This design comes from an exercise in tuning for small area, a short achievable clock period and few clock cycles on the open sky130 flow, not from production work. RTL that was checked went through simulation tests only; none was proved equivalent to the original. Power figures rest on the tool's default switching activity, not on a simulated workload.

==> 07-05 <==
==> flow/design.v (excerpt) <==
module hid_rx (
    input  wire        clk,
    input  wire        rst,
    input  wire        in_valid,
    output wire        in_ready,
    input  wire [1:0]  in_class,      
    input  wire [7:0]  in_len,
    input  wire [63:0] in_data,       
    input  wire        hs_we,
    input  wire [2:0]  hs_id,
    input  wire        hs_en,
    output reg         res_valid,
    output reg  [7:0]  res_code,
    output reg  [47:0] res_data,
    output reg         ev_valid,
    input  wire        ev_ready,
    output reg  [2:0]  ev_id,
    output reg         ev_t,
    output reg         ev_deliver,
    output reg  [7:0]  kbd_lastkey,
    output reg         kbd_pressed,
    output reg  [15:0] ptr_x,
    output reg  [15:0] ptr_y,
    output reg         ptr_primary,
    output reg  [9:0]  btn_prev,
    output reg  [2:0]  drop_flags     
);
Settings: LEC_CHECK=0, CAP_MARGIN=20, CORE_MARGIN=2, CORE_UTILIZATION=55, PLACE_DENSITY=0.7, SETUP_SLACK_MARGIN=2.2, SLEW_MARGIN=20, TNS_END_PERCENT=20; clock period 4.5 ns.
standard.sh (not shown) runs the stock make flow with config.mk's settings and CLKGATE_MAP_FILE= SYNTH_SCRIPT=/design/flow/synth_recipe.tcl, a recipe that flattens the netlist after the stock synthesis.
==> flow/flow/run.sh <==
#!/bin/bash
# The standard layout, with plain buf_1 cells as the port buffers
# (the resizer sizes them up where timing needs it).
set -euo pipefail
export BUFFER_PORTS_ARGS="-buffer_cell sky130_fd_sc_hd__buf_1"
bash standard.sh > standard_flow.log 2>&1
==> inputs of 12-27, as changes to 07-05 <==
--- a/flow/design.v
+++ b/flow/design.v
@@ -295,101 +295,102 @@
     reg  [1:0]  r_cls;
     reg         r_short;
     reg         r_b0;        
     reg  [7:0]  r_b1;
     reg  [7:0]  r_b2;
     reg  [3:0]  r_b3;        
     reg  [47:0] r_kv;        
     reg  [5:0]  r_sel;
-    reg  [2:0]  r_unrec;     
+    reg         r_any;
+    reg         r_unrec;
     reg         r_c0z;
+    reg         r_hwe;
+    reg  [2:0]  r_hid;
+    reg         r_hen;
     always @(posedge clk) begin
         r_cls   <= in_class;
         r_short <= in_short;
         r_b0    <= b0[0];
         r_b1    <= in_data[15:8];
         r_b2    <= in_data[23:16];
         r_b3    <= in_data[31:28];
         r_kv    <= {kval[5], kval[4], kval[3], kval[2], kval[1], kval[0]};
         r_sel   <= ksel;
-        r_unrec <= {|(knz[5:4] & ~krec[5:4]), |(knz[3:2] & ~krec[3:2]), |(knz[1:0] & ~krec[1:0])};
+        r_any   <= |krec;
+        r_unrec <= |(knz & ~krec);
         r_c0z   <= ~knz[0];
+        r_hid   <= hs_id;
+        r_hen   <= hs_en;
         if (rst) begin
-            r_v    <= 1'b0;
+            r_v   <= 1'b0;
+            r_hwe <= 1'b0;
         end else begin
-            r_v    <= accept;
+            r_v   <= accept;
+            r_hwe <= hs_we;
         end
     end
     wire is_kbd = r_v && (r_cls == CLS_KBD) && !r_short;
     wire is_ptr = r_v && (r_cls == CLS_PTR) && !r_short;
     wire is_gen = r_v && (r_cls == CLS_GEN) && !r_short;
     wire [9:0] gbits   = {r_b3[3], r_b3[0], r_b3[1], r_b3[2], r_b2[5:0]};
-    wire       r_any   = |r_sel;
-    wire       unrec   = |r_unrec;
-    wire [7:0] in_bits = {in_data[28], in_data[29], in_data[30], in_data[21:16]};
-    wire [7:0] in_prev = is_gen ? gbits[7:0] : btn_prev[7:0];
-    wire [7:0] in_chg  = in_bits ^ in_prev;
-    wire       in_push = accept && (in_class == CLS_GEN) && (in_len[7:2] != 6'd0) &&
-                         (in_chg != 8'd0);
+    wire [7:0] changed = gbits[7:0] ^ btn_prev[7:0];
+    wire       push    = is_gen && (changed != 8'd0);
     reg [7:0] klast;
     integer j;
     always @(*) begin
         klast = 8'd0;
         for (j = 0; j < 6; j = j + 1)
             klast = klast | (r_kv[8*j +: 8] & {8{r_sel[j]}});
     end
     wire [8:0] px_lo, py_lo;
     hid_add8 u_ax (.a(ptr_x[7:0]), .b(r_b1), .s(px_lo));
     hid_add8 u_ay (.a(ptr_y[7:0]), .b(r_b2), .s(py_lo));
     wire [7:0] px_inc, px_dec, py_inc, py_dec;
     hid_step8 u_sx (.a(ptr_x[15:8]), .inc(px_inc), .dec(px_dec));
     hid_step8 u_sy (.a(ptr_y[15:8]), .inc(py_inc), .dec(py_dec));
-    wire [7:0] px_hi1 = r_b1[7] ? ptr_x[15:8] : px_inc;
-    wire [7:0] px_hi0 = r_b1[7] ? px_dec : ptr_x[15:8];
-    wire [7:0] py_hi1 = r_b2[7] ? ptr_y[15:8] : py_inc;
-    wire [7:0] py_hi0 = r_b2[7] ? py_dec : ptr_y[15:8];
-    wire [7:0] px_hi = px_lo[8] ? px_hi1 : px_hi0;
-    wire [7:0] py_hi = py_lo[8] ? py_hi1 : py_hi0;
+    wire [7:0] px_hi = px_lo[8] ? (r_b1[7] ? ptr_x[15:8] : px_inc) : (r_b1[7] ? px_dec : ptr_x[15:8]);
+    wire [7:0] py_hi = py_lo[8] ? (r_b2[7] ? ptr_y[15:8] : py_inc) : (r_b2[7] ? py_dec : ptr_y[15:8]);
     always @(posedge clk) begin
-        res_code <= (r_cls == CLS_NONE)  ? D_STATE :
+        res_code <= !r_v                 ? R_OK :
+                    (r_cls == CLS_NONE)  ? D_STATE :
                     r_short              ? D_SHORT :
-                    (is_kbd && unrec)  ? D_KEY : R_OK;
-        res_data <= r_short                ? 48'd0 :
-                    (r_cls == CLS_KBD)     ? r_kv :
-                    (r_cls == CLS_PTR)     ? {15'd0, r_b0, {8{r_b2[7]}}, r_b2, {8{r_b1[7]}}, r_b1} :
-                    (r_cls == CLS_GEN)     ? {38'd0, gbits} : 48'd0;
+                    (is_kbd && r_unrec)  ? D_KEY : R_OK;
+        res_data <= is_kbd ? r_kv :
+                    is_ptr ? {15'd0, r_b0, {8{r_b2[7]}}, r_b2, {8{r_b1[7]}}, r_b1} :
+                    is_gen ? {38'd0, gbits} : 48'd0;
     end
     reg [7:0] handlers;
     always @(posedge clk) begin
         if (rst) begin
             handlers    <= 8'd0;
             res_valid   <= 1'b0;
             kbd_lastkey <= 8'd0;
             kbd_pressed <= 1'b0;
             ptr_x       <= 16'd0;
             ptr_y       <= 16'd0;
             ptr_primary <= 1'b0;
             btn_prev    <= 10'd0;
             drop_flags  <= 3'd0;
         end else begin
-            if (hs_we)
-                handlers[hs_id] <= hs_en;
+            if (r_hwe)
+                handlers[r_hid] <= r_hen;
             res_valid <= r_v;
             if (r_v && r_cls == CLS_NONE)
                 drop_flags[1] <= 1'b1;
             if (r_v && r_cls != CLS_NONE && r_short)
                 drop_flags[0] <= 1'b1;
             if (is_kbd) begin
-                kbd_lastkey <= klast | (kbd_lastkey & {8{~r_any}});
+                if (r_any)
+                    kbd_lastkey <= klast;
                 if (r_c0z)
                     kbd_pressed <= 1'b0;
                 else if (r_any)
                     kbd_pressed <= 1'b1;
-                if (unrec)
+                if (r_unrec)
                     drop_flags[2] <= 1'b1;
             end
             if (is_ptr) begin
                 ptr_x       <= {px_hi, px_lo[7:0]};
                 ptr_y       <= {py_hi, py_lo[7:0]};
                 ptr_primary <= r_b0;
             end
             if (is_gen)
@@ -416,17 +417,21 @@
     wire w_take = !w_v || (load && w_last);      
     wire h_v    = |(q_hd & q_v);
     wire pop    = w_take && h_v;
     wire [7:0] h_mask = ({8{q_hd[0]}} & q_mask[0]) | ({8{q_hd[1]}} & q_mask[1]) |
                         ({8{q_hd[2]}} & q_mask[2]);
     wire [7:0] h_dlv  = ({8{q_hd[0]}} & q_dlv[0]) | ({8{q_hd[1]}} & q_dlv[1]) |
                         ({8{q_hd[2]}} & q_dlv[2]);
     wire       h_one  = |(q_hd & q_one);
-    wire [2:0] q_v_n = (q_v & ~({3{pop}} & q_hd)) | ({3{in_push}} & q_tl);
+    wire [2:0] q_v_n = (q_v & ~({3{pop}} & q_hd)) | ({3{push}} & q_tl);
+    wire [7:0] in_bits = {in_data[28], in_data[29], in_data[30], in_data[21:16]};
+    wire [7:0] in_prev = is_gen ? gbits[7:0] : btn_prev[7:0];
+    wire       in_push = accept && (in_class == CLS_GEN) && (in_len[7:2] != 6'd0) &&
+                         (in_bits != in_prev);
     function one8;
         input [7:0] m;
         integer b;
         reg seen, two;
         begin
             seen = 1'b0; two = 1'b0;
             for (b = 0; b < 8; b = b + 1) begin
                 two  = two | (seen & m[b]);
@@ -445,19 +450,20 @@
             rdy        <= 1'b0;
             ev_btn     <= 8'd0;
             ev_valid   <= 1'b0;
             ev_id      <= 3'd0;
             ev_t       <= 1'b0;
             ev_deliver <= 1'b0;
         end else begin
             q_v <= q_v_n;
-            if (in_push) q_tl <= {q_tl[1:0], q_tl[2]};
+            if (push) q_tl <= {q_tl[1:0], q_tl[2]};
             if (pop)  q_hd <= {q_hd[1:0], q_hd[2]};
-            rdy <= !(&q_v_n);
+            rdy <= !(&q_v_n) &&
+                   !(in_push && ((q_v_n[0] & q_v_n[1]) | (q_v_n[0] & q_v_n[2]) | (q_v_n[1] & q_v_n[2])));
             if (w_take)
                 w_v <= h_v;
             if (load) begin
                 ev_valid <= w_v;
                 if (w_v) begin
                     ev_id      <= w_id;
                     ev_t       <= ~|(w_low & ev_btn);
                     ev_deliver <= |(w_low & w_dlv);
@@ -473,19 +479,19 @@
             w_dlv  <= h_dlv;
             w_last <= h_one;
         end else if (load) begin
             w_mask <= w_rest;
             w_last <= w_two;
         end
         for (e = 0; e < 3; e = e + 1) begin
             if (q_tl[e] && !q_v[e]) begin
-                q_mask[e] <= in_chg;
+                q_mask[e] <= changed;
                 q_dlv[e]  <= handlers;
-                q_one[e]  <= one8(in_chg);
+                q_one[e]  <= one8(changed);
             end
         end
     end
 endmodule
 module hid_add8 (
     input  wire [7:0] a,
     input  wire [7:0] b,
     output wire [8:0] s
Settings changed: CORE_UTILIZATION 55 to 60, PLACE_DENSITY 0.7 to not set, SETUP_SLACK_MARGIN 2.2 to 2.0.
==> inputs of 10-02, as changes to 07-05 <==
--- a/flow/design.v
+++ b/flow/design.v
@@ -393,17 +393,16 @@
                 ptr_primary <= r_b0;
             end
             if (is_gen)
                 btn_prev <= gbits;
         end
     end
     reg  [7:0] q_mask [0:2];
     reg  [7:0] q_dlv  [0:2];
-    reg  [2:0] q_one;         
     reg  [2:0] q_v;
     reg  [2:0] q_hd;          
     reg  [2:0] q_tl;
     reg  [7:0] w_mask, w_dlv;
     reg        w_v;
     reg        w_last;
     reg  [7:0] ev_btn;
     wire [7:0] w_low  = w_mask & ~{w_mask[6:0] | {w_mask[5:0], 1'b0} | {w_mask[4:0], 2'b0} |
@@ -415,17 +414,16 @@
     wire load   = !ev_valid || ev_ready;
     wire w_take = !w_v || (load && w_last);      
     wire h_v    = |(q_hd & q_v);
     wire pop    = w_take && h_v;
     wire [7:0] h_mask = ({8{q_hd[0]}} & q_mask[0]) | ({8{q_hd[1]}} & q_mask[1]) |
                         ({8{q_hd[2]}} & q_mask[2]);
     wire [7:0] h_dlv  = ({8{q_hd[0]}} & q_dlv[0]) | ({8{q_hd[1]}} & q_dlv[1]) |
                         ({8{q_hd[2]}} & q_dlv[2]);
-    wire       h_one  = |(q_hd & q_one);
     wire [2:0] q_v_n = (q_v & ~({3{pop}} & q_hd)) | ({3{in_push}} & q_tl);
     function one8;
         input [7:0] m;
         integer b;
         reg seen, two;
         begin
             seen = 1'b0; two = 1'b0;
             for (b = 0; b < 8; b = b + 1) begin
@@ -466,26 +464,25 @@
             end
         end
     end
     integer e;
     always @(posedge clk) begin
         if (w_take) begin
             w_mask <= h_mask;
             w_dlv  <= h_dlv;
-            w_last <= h_one;
+            w_last <= one8(h_mask);
         end else if (load) begin
             w_mask <= w_rest;
             w_last <= w_two;
         end
         for (e = 0; e < 3; e = e + 1) begin
             if (q_tl[e] && !q_v[e]) begin
                 q_mask[e] <= in_chg;
                 q_dlv[e]  <= handlers;
-                q_one[e]  <= one8(in_chg);
             end
         end
     end
 endmodule
 module hid_add8 (
     input  wire [7:0] a,
     input  wire [7:0] b,
     output wire [8:0] s
Settings changed: ABC_AREA set to 1, PLACE_DENSITY 0.7 to not set.
==> impl_results.md <==
* R2R Path Start: ptr_x[0]
* Die ar. at just under 30000 µm²
* FFs & Latches at 279
* Via count at approximately 16000
* Status: timing/DRC/antenna clean
* Post-synth top cells: nand2_1, nor2_1, inv_1, dfxtp_1, o21ai_0
* Final wirelength at 46700 µm
* Core box area at 27800 µm²
* WL/cell at between 15 and 20 µm
* Fin util at a little under two thirds
(the above is from 10-02)
==> impl_results.md <==
* Met3 routed WL at about 4100 µm
* Post-synth top cells: dfxtp_1, nand2_1, nor2_1, a21oi_1, clkbuf_1
* Via count at 15139
* R2R Path Start: w_mask[2]
* Final wirelength at around 48000 µm
* Vias in the first global route at about 14000
* Core box area at 28500 µm²
* Fin util at between 60% and 70%
* Die ar. at between 30000 and 40000 µm²
* WL/cell at about 20 µm
* Status: timing/DRC/antenna clean
* Leak Pwr at approximately 7.1 nW
* Comb pwr share at around 14%
(the above is from 07-05)
==> impl_results.md <==
* Post-synth top cells: dfxtp_1, nand2_1, nor2_1, a21oi_1, clkbuf_1
* Die ar. at between 20000 and 30000 µm²
* FFs & Latches at approximately 290
* Status: timing/DRC/antenna clean
* GRT Max-Usage Layer: met2
* Fin util at between 70 and 80%
* WL/cell at between 20 and 25 µm
* Initial Utilization at between 60% and 70%
* Yosys warns at 5
* R2R Path Start: w_mask[0]
* Final wirelength at slightly below 50000 µm
(the above is from 12-27)
Testbench counts of 12-27, summed over its fixed seeds: cycles 16,385.
Testbench counts of 10-02, summed over its fixed seeds: cycles 16,185.
For 07-05, only the layout was checked, not whether the RTL still works.

re-timing with driven ports:
The flow's constraints put no driver on any port. The routed layouts listed below were extracted and timed again, unchanged, in two steps.
Step 1 sets driving cells, clkbuf_16 on the clock port and buf_2 on the other inputs (assumed; they add their load-dependent delay and slew).
Step 2 times the ports against the registers' clock, not the clock port: input delays grow and output delays shrink by t, the midpoint of the rising clock arrivals with the driver on.
Slacks: ideal ports / drivers / drivers and shift; pairs: ideal ports / drivers.
| run | t, ns | setup slack, ns | worst setup path at the end | worst register clock-pin slew, ns | worst slew at a driven data input, ns |
|---|---|---|---|---|---|
| 07-05 | 0.596 | 2.024 / 2.024 / 1.539 | input to register | 0.07 / 0.07 | 0.08 |
| 12-27 | 0.586 | 1.985 / 1.985 / 1.475 | input to register | 0.07 / 0.07 | 0.08 |
| 10-02 | 0.580 | 2.170 / 2.190 / 1.610 | input to register | 0.07 / 0.07 | 0.05 |
After both steps setup and hold are still met in every run listed. The setup slack of 10-02, which loses most, moves by +0.020 ns with the drivers and by -0.560 ns with both steps.
